This is an optimization exercise on Yosys and OpenROAD, whose aim is small area, a short achievable clock period and few clock cycles, not a production implementation.
Only simulation tests tie the RTL to the original design; equivalence was not proved.
Power is estimated from default activity; no workload was simulated.

main:
Design pissoff_det, start of the top module:
module pissoff_det (
    input  wire        clk,
    input  wire        rst,           
    input  wire        cmd_valid,
    output wire        cmd_ready,
    input  wire [31:0] cmd_data,
    input  wire        cmd_timer,     
    output reg         rsp_valid,
    output wire [31:0] rsp_data,
    output wire [3:0]  rsp_fault,
    output reg         adc_req,
    input  wire        adc_valid,
    input  wire [9:0]  adc_data,
    output reg         emit,
    output reg         ind
);
    localparam [7:0] OP_MEASURE   = 8'h20;
    localparam [7:0] OP_GET_AVG   = 8'h21;
    localparam [7:0] OP_START     = 8'h22;
    localparam [7:0] OP_STOP      = 8'h23;
    localparam [7:0] OP_TICK      = 8'h24;
    localparam [7:0] OP_IS_ALARM  = 8'h25;
    localparam [7:0] OP_CALIBRATE = 8'h26;
    localparam [7:0] OP_ARM_BLINK = 8'h30;
    localparam [7:0] OP_DISARM    = 8'h31;
    localparam [7:0] OP_READ_REG  = 8'h40;
    localparam [3:0] F_NONE        = 4'h0;
    localparam [3:0] F_ILLEGAL     = 4'h1;
    localparam [3:0] F_RESERVED    = 4'h2;
    localparam [3:0] F_WRONG_AGENT = 4'h3;
    localparam [3:0] F_PMODE_BUSY  = 4'h6;
  ...
export LEC_CHECK = 0
export CAP_MARGIN = 20
export CORE_MARGIN = 2
export CORE_UTILIZATION = 40
export CTS_BUF_LIST = sky130_fd_sc_hd__clkbuf_8
export SLEW_MARGIN = 20
create_clock -name core_clock -period 55.0 [get_ports {clk}]
standard.sh (not shown) runs the stock make flow with config.mk's settings and CLKGATE_MAP_FILE= SYNTH_SCRIPT=/design/flow/synth_recipe.tcl, a recipe that flattens the netlist after the stock synthesis.
==> flow/flow/run.sh <==
#!/bin/bash
set -euo pipefail
here=$PWD
R=$here/orfs/results/sky130hd/pissoff_det/base
LIB=$FLOW_HOME/platforms/sky130hd/lib/sky130_fd_sc_hd__tt_025C_1v80.lib
EXTRA=(
  "BUFFER_PORTS_ARGS=-buffer_cell sky130_fd_sc_hd__buf_1"
  "SETUP_SLACK_MARGIN=42.95"
  "SETUP_MOVE_SEQUENCE=sizeup"
  "CTS_ARGS=-sink_clustering_enable -repair_clock_nets -buf_list sky130_fd_sc_hd__clkbuf_8 -dont_use_dummy_load"
)
bash standard.sh "${EXTRA[@]}" synth > flow_synth.log 2>&1

cp "$R/1_2_yosys.v" "$here/std_netlist.v"
sed -e "s#@LIB@#$LIB#g" -e "s#@IN@#$here/std_netlist.v#g" -e "s#@OUT@#$here/reopt_netlist.v#g" \
    -e "s#@ABC@#$here/flow/area.abc#g" flow/reopt.ys > reopt_run.ys
# keep the re-mapped netlist only if Yosys proves it equivalent to the
# standard one (flip-flops paired by instance name)
if yosys -s reopt_run.ys > flow_reopt.log 2>&1 &&
   sed -e "s#@LIB@#$LIB#g" -e "s#@IN@#$here/std_netlist.v#g" -e "s#@OUT@#$here/reopt_netlist.v#g" \
       flow/equiv.ys > equiv_run.ys &&
   yosys -s equiv_run.ys > flow_equiv.log 2>&1; then
  cp "$here/reopt_netlist.v" "$R/1_2_yosys.v"
  rm -f "$R/1_synth.odb" "$R/1_synth.sdc"
fi

bash standard.sh "${EXTRA[@]}" finish > flow_finish.log 2>&1
==> flow/flow/area.abc <==
strash
&get -n
&deepsyn -T 60
&put
dch -f
map -a
topo
stime -p
Other scripts of this flow, unchanged in this note and not shown: flow/flow/equiv.ys, flow/flow/reopt.ys
Testbench counts of main, summed over its fixed seeds: cycles 267,872.
The inputs of the feature branch differ from those of main as listed below.
==> flow/flow/area.abc <==
strash
dch
map -a
topo
stime -p
## What came out
The feature branch ended with every stage complete and zero timing, DRC or antenna violations.
[diff] minimum setup slack among reg-to-reg paths, the feature branch relative to main: regression
| final cell count | higher: the feature branch |
What the feature branch reported for switching power of the nets has to be multiplied by 1.2 to get the figure for main.
main tops out at a lower clock frequency than the feature branch.
Comparing the feature branch with main, the global-route usage came out essentially unchanged.
Note that the final total power recorded for the feature branch amounts to 0.891 times the value seen in main.
Against main, the feature branch reports a share of the core filled with cells that is lower.
The feature branch vs main, post-synthesis cell count went up by about 8%.
The lower routability congestion estimate from global placement of the feature branch and main is in the feature branch.
Summary of the feature branch over main: final clock period utilization by the worst path flat; wire length of the first global-routing pass up 1100 µm.

what the ideal ports hide:
Ports are ideal in the flow. The routed layouts listed here were re-timed in OpenROAD.
Step 1 assumes that a clkbuf_16 drives the clock port and a buf_2 every other input.
Step 2, shift: input delay + t, output delay - t, t = (earliest + latest rising clock arrival at the registers) / 2. This alone moves slack from input paths to output paths.
Three values: ideal ports, drivers, drivers and shift; two values: the first two.
run | t, ns | setup slack, ns | hold slack, ns | worst register clock-pin slew, ns
main | 0.485 | 42.896 / 42.858 / 42.901 | 0.498 / 0.497 / 0.497 | 0.09 / 0.09
the feature branch | 0.486 | 42.932 / 42.890 / 42.688 | 0.458 / 0.458 / 0.458 | 0.09 / 0.09
After both steps every run listed still meets setup and hold. The setup slack of the feature branch, which loses most, moves by -0.042 ns with the drivers and by -0.244 ns with both steps.
